Context: an optimization exercise on an open-source flow, tuned for small area. The choices shown serve that exercise and are no tape-out recipe. The RTL was checked by simulation tests, not by an equivalence proof against the original design. No activity file was given, so power comes from the tool's default toggle rates.

## flow/run.sh

```bash
#!/bin/bash
# The standard ORFS flow with a few layout choices changed:
#  - after the standard synthesis, the logic between the flip-flops is
#    re-mapped by ABC for area (flow/resyn.ys, flow/abc.script); the
#    flip-flops themselves are kept as the standard synthesis made them;
#  - the port buffers use the smallest buffer cell;
#  - clock tree synthesis uses clkbuf_4 with small clusters and no dummy loads.
# Each tool's output goes to a log file of its own in this folder.
set -euo pipefail
export BUFFER_PORTS_ARGS="-buffer_cell sky130_fd_sc_hd__buf_1"
export CTS_ARGS="-sink_clustering_enable -repair_clock_nets -dont_use_dummy_load -buf_list sky130_fd_sc_hd__clkbuf_4 -sink_clustering_size 9 -sink_clustering_max_diameter 26"
R=orfs/results/$FLOW_PLATFORM/ft300_core/base
LIB=$FLOW_HOME/platforms/$FLOW_PLATFORM/lib/sky130_fd_sc_hd__tt_025C_1v80.lib
YOSYS=$FLOW_HOME/../tools/install/yosys/bin/yosys
bash standard.sh synth > synth.log 2>&1
cp $R/1_2_yosys.v $R/1_2_yosys_standard.v
sed -e "s#@LIB@#$LIB#g" -e "s#@IN@#$R/1_2_yosys_standard.v#" -e "s#@OUT@#$R/1_2_yosys.v#" \
    -e "s#@TOP@#$FLOW_TOP#" -e "s#@ABC@#$PWD/flow/abc.script#" flow/resyn.ys > resyn_run.ys
$YOSYS -s resyn_run.ys > resyn.log 2>&1
rm -f $R/1_synth.odb $R/1_synth.sdc
bash standard.sh > flow.log 2>&1
```

## flow/abc.script

```
strash
&get -n
&fraig -x
&put
dc2
dc2
strash
&get -n
&dch -f
&nf -R 1000
&put
```

## flow/resyn.ys

```
# Re-map the combinational logic of the standard synthesis for area.
# The flip-flops are kept as they are (same instances, names and cells):
# they are black boxes here, and only the gates between them are re-mapped.
read_liberty -ignore_miss_func @LIB@
blackbox sky130_fd_sc_hd__dfxtp_1 sky130_fd_sc_hd__edfxtp_1
read_verilog @IN@
hierarchy -top @TOP@
flatten
opt_clean -purge
techmap
opt -fast
abc -script @ABC@ -liberty @LIB@ -dont_use sky130_fd_sc_hd__probe_p_8 -dont_use sky130_fd_sc_hd__probec_p_8 -dont_use sky130_fd_sc_hd__lpflow_bleeder_1 -dont_use sky130_fd_sc_hd__lpflow_clkbufkapwr_1 -dont_use sky130_fd_sc_hd__lpflow_clkbufkapwr_16 -dont_use sky130_fd_sc_hd__lpflow_clkbufkapwr_2 -dont_use sky130_fd_sc_hd__lpflow_clkbufkapwr_4 -dont_use sky130_fd_sc_hd__lpflow_clkbufkapwr_8 -dont_use sky130_fd_sc_hd__lpflow_clkinvkapwr_1 -dont_use sky130_fd_sc_hd__lpflow_clkinvkapwr_16 -dont_use sky130_fd_sc_hd__lpflow_clkinvkapwr_2 -dont_use sky130_fd_sc_hd__lpflow_clkinvkapwr_4 -dont_use sky130_fd_sc_hd__lpflow_clkinvkapwr_8 -dont_use sky130_fd_sc_hd__lpflow_decapkapwr_12 -dont_use sky130_fd_sc_hd__lpflow_decapkapwr_3 -dont_use sky130_fd_sc_hd__lpflow_decapkapwr_4 -dont_use sky130_fd_sc_hd__lpflow_decapkapwr_6 -dont_use sky130_fd_sc_hd__lpflow_decapkapwr_8 -dont_use sky130_fd_sc_hd__lpflow_inputiso0n_1 -dont_use sky130_fd_sc_hd__lpflow_inputiso0p_1 -dont_use sky130_fd_sc_hd__lpflow_inputiso1n_1 -dont_use sky130_fd_sc_hd__lpflow_inputiso1p_1 -dont_use sky130_fd_sc_hd__lpflow_inputisolatch_1 -dont_use sky130_fd_sc_hd__lpflow_isobufsrc_1 -dont_use sky130_fd_sc_hd__lpflow_isobufsrc_16 -dont_use sky130_fd_sc_hd__lpflow_isobufsrc_2 -dont_use sky130_fd_sc_hd__lpflow_isobufsrc_4 -dont_use sky130_fd_sc_hd__lpflow_isobufsrc_8 -dont_use sky130_fd_sc_hd__lpflow_isobufsrckapwr_16 -dont_use sky130_fd_sc_hd__lpflow_lsbuf_lh_hl_isowell_tap_1 -dont_use sky130_fd_sc_hd__lpflow_lsbuf_lh_hl_isowell_tap_2 -dont_use sky130_fd_sc_hd__lpflow_lsbuf_lh_hl_isowell_tap_4 -dont_use sky130_fd_sc_hd__lpflow_lsbuf_lh_isowell_4 -dont_use sky130_fd_sc_hd__lpflow_lsbuf_lh_isowell_tap_1 -dont_use sky130_fd_sc_hd__lpflow_lsbuf_lh_isowell_tap_2 -dont_use sky130_fd_sc_hd__lpflow_lsbuf_lh_isowell_tap_4 
opt_clean -purge
setundef -zero
splitnets
opt_clean -purge
hilomap -singleton -hicell sky130_fd_sc_hd__conb_1 HI -locell sky130_fd_sc_hd__conb_1 LO
insbuf -buf sky130_fd_sc_hd__buf_1 A X
opt_clean -purge
stat -liberty @LIB@
write_verilog -noattr -nohex -nodec @OUT@
```

## standard.sh

```bash
#!/bin/bash
# synth_recipe.tcl (not shown) runs the flow's synth.tcl, then flattens the netlist and writes it again
# the make line also repeats each setting of config.mk as NAME=value (left out here)
make -C /OpenROAD-flow-scripts/flow DESIGN_CONFIG=/design/flow/config.mk WORK_HOME=/design/flow/orfs CLKGATE_MAP_FILE= SYNTH_SCRIPT=/design/flow/synth_recipe.tcl "${@:-finish}"
```

## config.mk

```make
export PLATFORM = sky130hd
export DESIGN_NAME = ft300_core
export DESIGN_NICKNAME = ft300_core
export VERILOG_FILES = /design/flow/design.v
export SDC_FILE = /design/flow/constraint.sdc
export NUM_CORES = 4
export LEC_CHECK = 0
export CAP_MARGIN = 20
export CORE_MARGIN = 2
export CORE_UTILIZATION = 75
export PLACE_DENSITY = 0.85
export SLEW_MARGIN = 20
```

## constraint.sdc

```tcl
create_clock -name core_clock -period 20.0 [get_ports {clk}]
set_input_delay 4.0000 -clock core_clock [delete_from_list [all_inputs] [get_ports {clk}]]
set_output_delay 4.0000 -clock core_clock [all_outputs]
set_load 0.01 [all_outputs]
```

## design.v

```verilog
module ft300_core (
    input  wire         clk,
    input  wire         rst,
    input  wire [63:0]  time_now,
    input  wire         cmd_valid,
    output wire         cmd_ready,
    input  wire [7:0]   cmd_word,
    input  wire         rx_valid,
    input  wire         rx_timeout,
    output wire         rx_ready,
    input  wire [7:0]   rx_data,
    output reg          rsp_valid,
    output reg  [2:0]   rsp_op,
    output reg  [3:0]   rsp_status,
    output wire [107:0] rsp_sample,
    output wire [63:0]  rsp_freq
);
    localparam [2:0] S_IDLE = 3'b000, S_DISC = 3'b100, S_CAPT = 3'b101,
                     S_READY = 3'b001, S_READING = 3'b110, S_STOP = 3'b010;
    localparam [2:0] D_IDLE = 3'd0, D_EPASS = 3'd1, D_WAITS = 3'd2, D_E = 3'd3,
                     D_EL = 3'd4, D_ROUND = 3'd5, D_LOAD = 3'd6, D_STEP = 3'd7;
    integer k;
    reg  [2:0] ph8;
    reg  [2:0] p5;
    wire ph8_0 = (ph8 == 3'd0);
    wire ph8_7 = (ph8 == 3'd7);
    wire p5_0  = (p5 == 3'd0);
    wire p5_4  = (p5 == 3'd4);
    always @(posedge clk) begin
        if (rst) begin
            ph8 <= 3'd0;
            p5  <= 3'd0;
        end else begin
            ph8 <= ph8 + 3'd1;
            p5  <= p5_4 ? 3'd0 : p5 + 3'd1;
        end
    end
    reg [2:0] sess;
    reg       busy;           
    reg [5:0] ctr;            
    wire [4:0] cnt = ctr[4:0];
    reg       prev20;
    reg       zref_zero;      
    reg       wclr;           
    reg       copy_run;       
    reg [2:0] dstate;
    wire [5:0] step = ctr;
    wire       rmode = (dstate == D_LOAD) || (dstate == D_STEP);   
    wire [7:0] rin;
    wire calm    = rsp_op[0];                           
    wire freq_en = (rsp_op == 3'd2) && (rsp_status == 4'd0);    
    wire inflight = sess[2];
    wire ev_cycle = !busy && ph8_7;
    assign cmd_ready = ev_cycle && !inflight;
    assign rx_ready  = ev_cycle && inflight;
    wire cmd_fire  = cmd_valid && cmd_ready;
    wire to_fire   = rx_ready && rx_timeout;
    wire byte_fire = rx_ready && rx_valid && !rx_timeout;
    wire [2:0] c_op  = cmd_word[2:0];
    wire       c_cal = cmd_word[3];
    wire       c_bad = (cmd_word[7:4] != 4'd0) || (c_op > 3'd4) || (c_cal && (c_op != 3'd1));
    wire [5:0] ctr1  = ctr + 6'd1;
    wire       match = (cnt != 5'd0) && prev20 && (rx_data == 8'h4E);
    wire       frame = (cnt[4] || cnt == 5'd15);
    wire       ins   = byte_fire && !match;
    reg [7:0] w [0:14];
    reg [7:0] tt [0:7];       
    reg [7:0] ss [0:7];
    reg       win_shift, win_pass, ptype_dec;
    wire [3:0] pb = ctr[3:0];
    wire      chain = win_shift | win_pass;
    wire [6:0] t   = {pb, ph8};
    wire [2:0] fld = pb[3:1];
    wire [3:0] j   = {pb[0], ph8};
    wire       end_pass = win_pass && (pb == 4'd14) && ph8_7;
    wire       wdata;
    always @(posedge clk) begin
        for (k = 0; k < 15; k = k + 1)
            w[k][6:0] <= w[k][7:1];
        for (k = 0; k < 13; k = k + 1)
            w[k][7] <= chain ? w[k+1][0] : w[k][0];
        w[13][7] <= win_pass ? wdata : (chain ? w[14][0] : w[13][0]);
        w[14][7] <= chain ? w[0][0] : w[14][0];
        if (ins)
            w[14] <= rx_data;
        if (rmode) begin
            w[11] <= w[12];
            w[12] <= tt[5];
        end
    end
    reg [7:0] zz [0:11];
    wire      zchain = win_pass && ptype_dec && (t < 7'd96);
    wire      zwe, zwd;
    always @(posedge clk) begin
        for (k = 0; k < 12; k = k + 1)
            zz[k][5:0] <= zz[k][6:1];
        for (k = 0; k < 11; k = k + 1)
            zz[k][6] <= zz[k][7];
        zz[11][6] <= zwe ? zwd : zz[11][7];
        for (k = 0; k < 11; k = k + 1)
            zz[k][7] <= zchain ? zz[k+1][0] : zz[k][0];
        zz[11][7] <= zchain ? zz[0][0] : zz[11][0];
    end
    wire s   = w[14][0];         
    wire u   = w[1][0];          
    wire zen = !(calm || zref_zero);
    wire zA  = zz[0][0]  & zen;  
    wire zB  = zz[11][7] & zen;  
    wire j0  = (j == 4'd0);
    wire j1  = (j == 4'd1);
    wire j15 = (j == 4'd15);
    wire kj  = (j == 4'd2);      
    reg  bF;
    wire fbin = j0 ? 1'b0 : bF;
    wire fo   = s ^ zA ^ fbin;
    wire fbo  = (~s & (zA | fbin)) | (zA & fbin);
    wire fsg  = s ^ zA ^ fbo;
    reg  [2:0] sg;
    reg        ca1, tie;
    reg  [2:0] acc, r5;
    wire a1    = j0 ? ~u : (u ^ kj ^ ca1);
    wire c1o   = j0 ? u : ((u & kj) | (u & ca1) | (kj & ca1));
    wire a16   = u & ~ca1;
    reg  [2:0] wgt;
    always @(*) begin
        case (j[1:0])
            2'd1: wgt = 3'd1;
            2'd2: wgt = 3'd2;
            2'd3: wgt = 3'd4;
            default: wgt = 3'd3;
        endcase
    end
    wire [3:0] asum = {1'b0, acc} + (a1 ? {1'b0, wgt} : 4'd0) + ((j15 && a16) ? 4'd2 : 4'd0);
    reg  [2:0] accn;
    always @(*) begin
        case (asum)
            4'd0, 4'd5, 4'd10: accn = 3'd0;
            4'd1, 4'd6, 4'd11: accn = 3'd1;
            4'd2, 4'd7, 4'd12: accn = 3'd2;
            4'd3, 4'd8, 4'd13: accn = 3'd3;
            default:           accn = 3'd4;
        endcase
    end
    reg  ca2, bg, by, bq, ym1, ym2;
    wire a2   = j0 ? ~s : (s ^ kj ^ ca2);
    wire c2o  = j0 ? s : ((s & kj) | (s & ca2) | (kj & ca2));
    wire r5b  = (j == 4'd1) ? r5[0] : (j == 4'd2) ? r5[1] : (j == 4'd3) ? r5[2] : 1'b0;
    wire bgi  = j1 ? 1'b0 : bg;
    wire g    = a2 ^ r5b ^ bgi;
    wire bgo  = (~a2 & (r5b | bgi)) | (r5b & bgi);
    wire ym2v = (j1 || kj) ? 1'b0 : ym2;
    wire byi  = j1 ? 1'b0 : by;
    wire y    = g ^ ym2v ^ byi;
    wire byo  = (~g & (ym2v | byi)) | (ym2v & byi);
    wire bqi  = j1 ? 1'b0 : bq;
    wire q    = y ^ zB ^ bqi;
    wire bqo  = (~y & (zB | bqi)) | (zB & bqi);
    wire qo   = j1 ? (q & ~tie) : q;
    reg  dly;
    wire force_f = (fld < 3'd3);
    wire sgsel   = (fld == 3'd3) ? sg[0] : (fld == 3'd4) ? sg[1] : sg[2];
    assign wdata = !ptype_dec ? 1'b0 :
                   force_f    ? fo :
                   (fld < 3'd6) ? (j0 ? sgsel : qo) : 1'b0;
    assign zwe = win_pass && ptype_dec && calm && (t != 7'd0) && (t <= 7'd96);
    assign zwd = (force_f || j0) ? dly : qo;
    always @(posedge clk) begin
        bF  <= fbo;
        ca1 <= c1o;
        ca2 <= c2o;
        bg  <= bgo;
        by  <= byo;
        bq  <= bqo;
        ym1 <= y;
        ym2 <= ym1;
        dly <= force_f ? s : qo;
        acc <= j0 ? 3'd0 : accn;
        if (j15 && (fld == 3'd2 || fld == 3'd3 || fld == 3'd4)) begin
            r5  <= accn;
            tie <= w[14][1] && (accn == 3'd0);    
        end
        if (j15 && fld == 3'd0) sg[0] <= fsg;
        if (j15 && fld == 3'd1) sg[1] <= fsg;
        if (j15 && fld == 3'd2) sg[2] <= fsg;
    end
    reg  [15:0] crc;
    reg         crc_ok;
    wire [15:0] ccur = (t == 7'd0) ? 16'h4498 : crc;
    wire        cfb  = ccur[0] ^ s;
    always @(posedge clk) begin
        if (t < 7'd96)
            crc <= {1'b0, ccur[15:1]} ^ (cfb ? 16'hA001 : 16'h0000);
        else
            crc <= {1'b0, crc[15:1]};
        if (t == 7'd96)
            crc_ok <= (crc[0] == s);
        else if (t < 7'd112)
            crc_ok <= crc_ok & (crc[0] == s);
    end
    wire       tload  = ev_cycle;
    wire       tshort = (dstate == D_E) || (dstate == D_EL) || (dstate == D_LOAD) || (dstate == D_STEP) || (dstate == D_ROUND);
    wire       epass  = (dstate == D_EPASS);
    reg        cy;       
    reg        ezero, big;
    wire [8:0] ed = {1'b0, tt[0]} - {1'b0, ss[0]} - {8'd0, ph8_0 ? 1'b0 : cy};
    always @(posedge clk) begin
        for (k = 0; k < 7; k = k + 1) begin
            tt[k] <= tt[k+1];
            ss[k] <= ss[k+1];
        end
        tt[7] <= rmode ? rin : epass ? ed[7:0] : tt[0];
        ss[7] <= copy_run ? tt[0] : ss[0];
        if (tshort)
            tt[4] <= tt[0];
        if (tload)
            for (k = 0; k < 8; k = k + 1)
                tt[k] <= time_now[8*k +: 8];
    end
    reg [7:0] xx [0:3];      
    reg [7:0] qq [0:4];
    reg        xmax, xeq;
    reg  [7:0] kd;
    always @(*) begin
        case (p5)
            3'd1:    kd = 8'h24;
            3'd2:    kd = 8'hF4;
            default: kd = 8'h00;
        endcase
    end
    wire [7:0] xa   = p5_0 ? 8'd0 : xx[0];
    wire [8:0] xs   = {1'b0, xa} + {1'b0, kd} + {8'd0, p5_0 ? 1'b0 : cy};
    wire [7:0] xnew = xmax ? 8'h00 : xs[7:0];
    wire       xeqn = p5_4 ? (xeq & (xnew == 8'hF4)) : (xnew == 8'h23);
    reg        sR, rsh, qsh, dnext, rnz;
    wire       rsi  = p5_0 ? dnext : rsh;
    wire [7:0] ra   = {w[11][6:0], rsi};
    wire [7:0] rb   = tt[0] ^ {8{~sR}};
    wire       rci  = p5_0 ? ~sR : cy;
    wire [8:0] rsum = {1'b0, ra} + {1'b0, rb} + {8'd0, rci};
    assign     rin  = (dstate == D_LOAD) ? 8'd0 : rsum[7:0];
    wire       qsi  = p5_0 ? ((step == 6'd0) ? 1'b0 : ~sR) : qsh;
    wire       ru = ~sR & (rnz | qq[0][0]);
    wire [8:0] qi = {1'b0, qq[0]} + {8'd0, p5_0 ? ru : cy};
    reg  [7:0] qin;
    always @(*) begin
        if (copy_run)
            qin = 8'd0;
        else case (dstate)
            D_LOAD:  qin = ezero ? qq[0] : big ? 8'd0 : xnew;
            D_STEP:  qin = {qq[0][6:0], qsi};
            D_ROUND: qin = qi[7:0];
            default: qin = qq[0];
        endcase
    end
    always @(posedge clk) begin
        for (k = 0; k < 4; k = k + 1)
            qq[k] <= qq[k+1];
        for (k = 0; k < 3; k = k + 1)
            xx[k] <= xx[k+1];
        xx[3] <= (dstate == D_LOAD && !p5_0) ? xnew : copy_run ? 8'd0 : xx[0];
        qq[4] <= qin;
        cy  <= epass ? ed[8] : (dstate == D_LOAD) ? xs[8] : (dstate == D_STEP) ? rsum[8] : qi[8];
        xeq <= xeqn;
        rsh <= w[11][7];
        qsh <= qq[0][7];
        if (epass) begin
            ezero <= (ph8_0 ? 1'b1 : ezero) & (ed[7:0] == 8'd0);
            big   <= (ph8_0 ? 1'b0 : big) |
                     ((ph8 == 3'd4) ? (|ed[7:5]) : (ph8 > 3'd4) ? (|ed[7:0]) : 1'b0);
        end
        if (dstate == D_LOAD) begin
            sR <= 1'b0;
            if (p5_4) begin
                dnext <= xnew[7];
                xmax  <= xeqn;
            end
        end
        if (dstate == D_STEP && p5_4) begin
            sR    <= rsum[7];
            dnext <= qq[0][6];
        end
        if (dstate == D_STEP && step == 6'd36)
            rnz <= (p5_0 ? 1'b0 : rnz) | (|rsum[7:0]);
        if (copy_run)
            xmax <= 1'b0;
    end
    wire [119:0] wv;
    wire [39:0]  qv;
    genvar gi, gb;
    generate
        for (gi = 0; gi < 15; gi = gi + 1) begin : g_wv
            assign wv[8*gi +: 8] = w[gi];
        end
        for (gi = 0; gi < 5; gi = gi + 1) begin : g_qv
            assign qv[8*gi +: 8] = qq[gi];
        end
        for (gi = 0; gi < 3; gi = gi + 1) begin : g_force
            for (gb = 0; gb < 16; gb = gb + 1) begin : g_b
                assign rsp_sample[18*gi + gb] = wv[(112 + 16*gi + gb) % 120];
            end
            assign rsp_sample[18*gi + 16] = wv[(112 + 48 + 16*gi) % 120];
            assign rsp_sample[18*gi + 17] = wv[(112 + 48 + 16*gi) % 120];
        end
        for (gi = 3; gi < 6; gi = gi + 1) begin : g_torque
            for (gb = 0; gb < 14; gb = gb + 1) begin : g_b
                assign rsp_sample[18*gi + gb] = wv[(112 + 16*gi + gb + 1) % 120];
            end
            for (gb = 14; gb < 18; gb = gb + 1) begin : g_s
                assign rsp_sample[18*gi + gb] = wv[(112 + 16*gi + 14) % 120];
            end
        end
    endgenerate
    assign rsp_freq = {28'd0, qv[35:0] & {36{freq_en}}};
    wire c_nop   = !c_bad && (c_op == 3'd0);
    wire c_start = !c_bad && (c_op == 3'd1);
    wire c_read  = !c_bad && (c_op == 3'd2);
    wire c_stop  = !c_bad && (c_op == 3'd3);
    wire c_rate  = !c_bad && (c_op == 3'd4);
    wire s_idle  = (sess == S_IDLE);
    wire s_ready = (sess == S_READY);
    wire s_disc  = (sess == S_DISC);
    wire s_capt  = (sess == S_CAPT);
    wire go_cal  = c_start && c_cal && s_idle;         
    wire go_st0  = c_start && !c_cal && s_idle;        
    wire go_read = c_read && s_ready;                  
    wire c_resp  = cmd_fire && !c_nop && !go_cal && !go_read;
    wire c_time  = cmd_fire && (go_st0 || (c_rate && s_ready));    
    wire rd_end  = (byte_fire && match) || to_fire;    
    wire comp    = rd_end && !s_disc;                  
    wire comp_fr = comp && byte_fire && frame;         
    wire dec_end = end_pass && ptype_dec;
    wire div_busy  = (dstate == D_LOAD) || (dstate == D_STEP) || (dstate == D_ROUND);
    wire start_dec = comp_fr;
    wire start_clr = (c_resp || comp) && !comp_fr && !wclr;
    wire resp_now  = busy && !win_pass && !copy_run &&
                     (dstate != D_EL) && !div_busy && ph8_7 && p5_4;
    wire ctr_clr = rst || start_clr || rd_end || (cmd_fire && (go_cal || go_read)) ||
                   (win_pass && ph8_7 && pb == 4'd14) || (dstate == D_LOAD && p5_4);
    wire ctr_inc = (ins && !cnt[4]) || (win_pass && ph8_7) || (dstate == D_STEP && p5_4);
    always @(posedge clk) begin
        if (ctr_clr)
            ctr <= 6'd0;
        else if (ctr_inc)
            ctr <= ctr1;
    end
    reg [3:0] c_status;
    always @(*) begin
        if (c_bad)                    c_status = 4'hB;
        else if (c_start)             c_status = s_idle ? 4'h0 : 4'hA;
        else if (c_read)              c_status = 4'h8;
        else if (c_rate && !s_ready)  c_status = 4'h8;
        else                          c_status = 4'h0;
    end
    always @(posedge clk) begin
        if (cmd_fire)
            rsp_op <= c_op;
        else if (comp)
            rsp_op <= s_capt ? 3'd1 : 3'd2;
        if (cmd_fire)
            rsp_status <= c_status;
        else if (comp && !comp_fr)
            rsp_status <= to_fire ? 4'h5 : 4'h6;
        else if (dec_end)
            rsp_status <= crc_ok ? 4'h0 : 4'h4;
        if (byte_fire && !match)
            prev20 <= (rx_data == 8'h20);
        if (go_st0 && cmd_fire)
            zref_zero <= 1'b1;
        else if (dec_end && crc_ok && calm)
            zref_zero <= 1'b0;
    end
    always @(posedge clk) begin
        rsp_valid <= 1'b0;
        if (rst) begin
            sess       <= S_IDLE;
            busy       <= 1'b0;
            wclr       <= 1'b0;
            copy_run   <= 1'b0;
            dstate     <= D_IDLE;
            win_shift  <= 1'b0;
            win_pass   <= 1'b0;
            ptype_dec  <= 1'b0;
        end else begin
            if (c_resp || comp)
                busy <= 1'b1;
            if (c_time || (comp_fr && s_capt))
                copy_run <= 1'b1;
            if (comp_fr && !s_capt)
                dstate <= D_EPASS;
            if (ins)
                wclr <= 1'b0;
            if (cmd_fire) begin
                if (go_cal)
                    sess <= S_DISC;
                else if (go_st0)
                    sess <= S_READY;
                else if (go_read)
                    sess <= S_READING;
                else if (c_stop && s_ready)
                    sess <= S_STOP;
            end
            if (rd_end)
                sess <= s_disc ? S_CAPT : s_capt ? (comp_fr ? S_CAPT : S_IDLE) : S_READY;
            if (dec_end && calm)
                sess <= crc_ok ? S_READY : S_IDLE;
            if (ins)
                win_shift <= 1'b1;
            else if (ph8_7)
                win_shift <= 1'b0;
            if (start_dec || start_clr) begin
                win_pass  <= 1'b1;
                ptype_dec <= start_dec;
                wclr      <= 1'b0;
            end else if (end_pass) begin
                if (ptype_dec && !crc_ok)
                    ptype_dec <= 1'b0;       
                else
                    win_pass <= 1'b0;
            end
            if (dec_end && crc_ok && !calm)
                dstate <= D_EL;
            if (end_pass && !ptype_dec)
                wclr <= 1'b1;
            if (copy_run && ph8_7)
                copy_run <= 1'b0;
            case (dstate)
                D_EPASS: if (ph8_7) dstate <= D_WAITS;
                D_WAITS: if (ph8_7 && p5_4) dstate <= D_E;
                D_EL: if (p5_4 && ph8[1:0] == 2'd2) dstate <= D_LOAD;
                D_LOAD: if (p5_4) dstate <= (ezero || big) ? D_IDLE : D_STEP;
                D_STEP: if (p5_4 && step == 6'd36) dstate <= D_ROUND;
                D_ROUND: if (p5_4) dstate <= D_IDLE;
                default: ;
            endcase
            if (resp_now) begin
                rsp_valid <= 1'b1;
                busy      <= 1'b0;
                dstate    <= D_IDLE;
            end
        end
    end
endmodule
```

==> flow_summary.ini <==
[sta]
timing.setup.tns_ps = 0
fmax_ghz = 0.155
worst_pin_slew_ps = 1100
period_minus_slack_ps = 6440
finalSetupViolCount = 0
rsz0062_at_grt = no
finalMaxSlewViolations = 0
final-hold-violation-count = 0
clock_skew_ps = 117
finalCritPeriodShare_pct = 32.2
slew_headroom_pct = 26.1
hold-worst-slack_ps = 255

[yosys]
syn_area_sq_um = 15700
avgSynthCellArea_sq_um = 10.2
yosysWarnings = 7
synthCells = 1532

[setup_path]
critPathKind = reg2out
critPathCaptureType = output pin
startpoint_type = flop
critPathSlowestCell = or4b_1
slowest_delay_ps = 540
crit_fanout = 36
arrival_ps = 2440
path_cells = or4b_1, nor4_2, buf_4, and2_0, buf_1
cp_data_required_time_ps = 16000

[finish]
drive_above_1_share_pct = 5.28
final_cell_area_sq_um = 17400
multi_input_area_sq_um = 5240
seq_area_sq_um = 10100
fill_cells = 1051
layout_commonest_cell = dfxtp_1
syn2layout_area_growth_pct = 10.9
final_cells = 2070
fin_nets = 1886
final_cell_mix = dfxtp_1, nor2_1, buf_1

[detailed_routing]
ant_nets = 0
drtPass1Iterations = 6
vias_per_cell = 5.84
num_vias = 12098
wirelength_um = 39400
drc = 0
drtIter0Drc = 896
wire_per_inst_um = 19.1

[hold_path]
min_path_type = reg2reg

[power]
power_density_nw_per_um2 = 101
leakagePower_nw = 6.90
power_mw = 1.75
ir_worst_vdd_mv = 0.0873

[clocking]
htree_levels = 3
cts_buffers = 85
clkLatencyLatePin_ps = 760
cts_tree = yes
clkTransAtPathRegs_ps = 90
cts.sink_count = 496
cts_resized = 0
cts-root-buf = clkbuf_4
holdBufCountCts = 0
postCtsSetupBuffers = 0
cts_buffer_depth = 3

[floorplanning]
die_h_um = 149
die_w_um = 149
dieArea_sq_um = 22100
core_area_sq_um = 20400
start_util_pct = 76.9
rows = 52
pin_count = 267

[place]
hpwl_um = 26600
placedCellCount = 1984
gp_congestion = 0.926
placed_area_sq_um = 16700
port_buffers = 238

[grt]
overflow = 0
antenna_found_initial = 1
grt_pass1_wl_um = 62000
grt_pass1_vias = 12305
grt_max_degree = 73
grt_usage_pct = 35.8

[job]
maxCapViolCount = 0

[run_status]
status = finished clean
==> through the flow <==
step	utilization [%]	setup slack (ps)
floorplan	-	13020
global placement	82.1	13690
detailed placement	82.1	13660
CTS	85.3	13510
global route	85.3	13390
finish	85.3	13560
==> worst paths after layout <==
check / start / end / slack [ps] / depth (start not counted)
worst max-delay path: rsp_op[2] / rsp_freq[15] / 13560 / 5
worst min-delay path: zz[0][3] / zz[0][2] / 260 / 0
worst max register to register: ph8[1] / zz[11][6] / 15480 / 17
worst min register to register: zz[0][3] / zz[0][2] / 260 / 0
==> final cells by class <==
class                           instances  area share (%)
Clock buffer                           85            3.67
Tap cell                              270            1.94
Antenna cell                            1          0.0144
Inverter                               26           0.562
Multi-Input combinational cell        950            30.1
Timing Repair Buffer                  242            5.31
Sequential cell                       496            58.4
==> power by group <==
group / switching (mW) / total, mW / internal, mW
clock: 0.310 / 0.505 / 0.195
combinational: 0.106 / 0.175 / 0.0685
sequential: 0.0297 / 1.07 / 1.04
==> layer usage <==
metal / routed length (um) / global-route usage [%] / up-vias
li1: - / - / 5585
met1: 14800 / 40.9 / 5670
met2: 19600 / 61.7 / 667
met3: 3070 / 8.28 / 176
met4: 1970 / 20.6 / 0
met5: 0 / 0 / -
==> sequential cells by signal, indices dropped and copies added (netlist names), 3 cells and up <==
register	count
crc	16
ph8	3
zz	96
dstate	3
p5	3
rsp_status	4
sg	3
tt	64
xx	32
w	120
rsp_op	3
sess	3
ss	64
ctr	6
acc	3
qq	40
r5	3
==> worst max-delay path, delay by kind of cell (launching register included) <==
family / cells / cell delay [ps]
flops: 1 / 380
buf+inv: 2 / 490
simple gates: 3 / 920

==> port drivers added, routing unchanged <==
No port has a modelled driver above. Below, the same layout with a new extraction and two added sets of constraints.
Step 1 sets driving cells, clkbuf_16 on the clock port and buf_2 on the other inputs (assumed; they add their load-dependent delay and slew).
Step 2, shift: input delay + t, output delay - t, t = (earliest + latest rising clock arrival at the registers) / 2. This alone moves slack from input paths to output paths.
a / b / c = ideal ports / drivers / drivers and shift; a / b = the first two.
shift t [ns]: 0.732
setup WS [ns]: 13.558 / 13.515 / 13.542
hold slack, ns: 0.255 / 0.255 / 0.255
worst data-port slew with drivers (ns): 0.06
cell pins on the clock port's net: 1
After both steps setup and hold are still met in this run. The setup slack of this run moves by -0.043 ns with the drivers and by -0.016 ns with both steps.
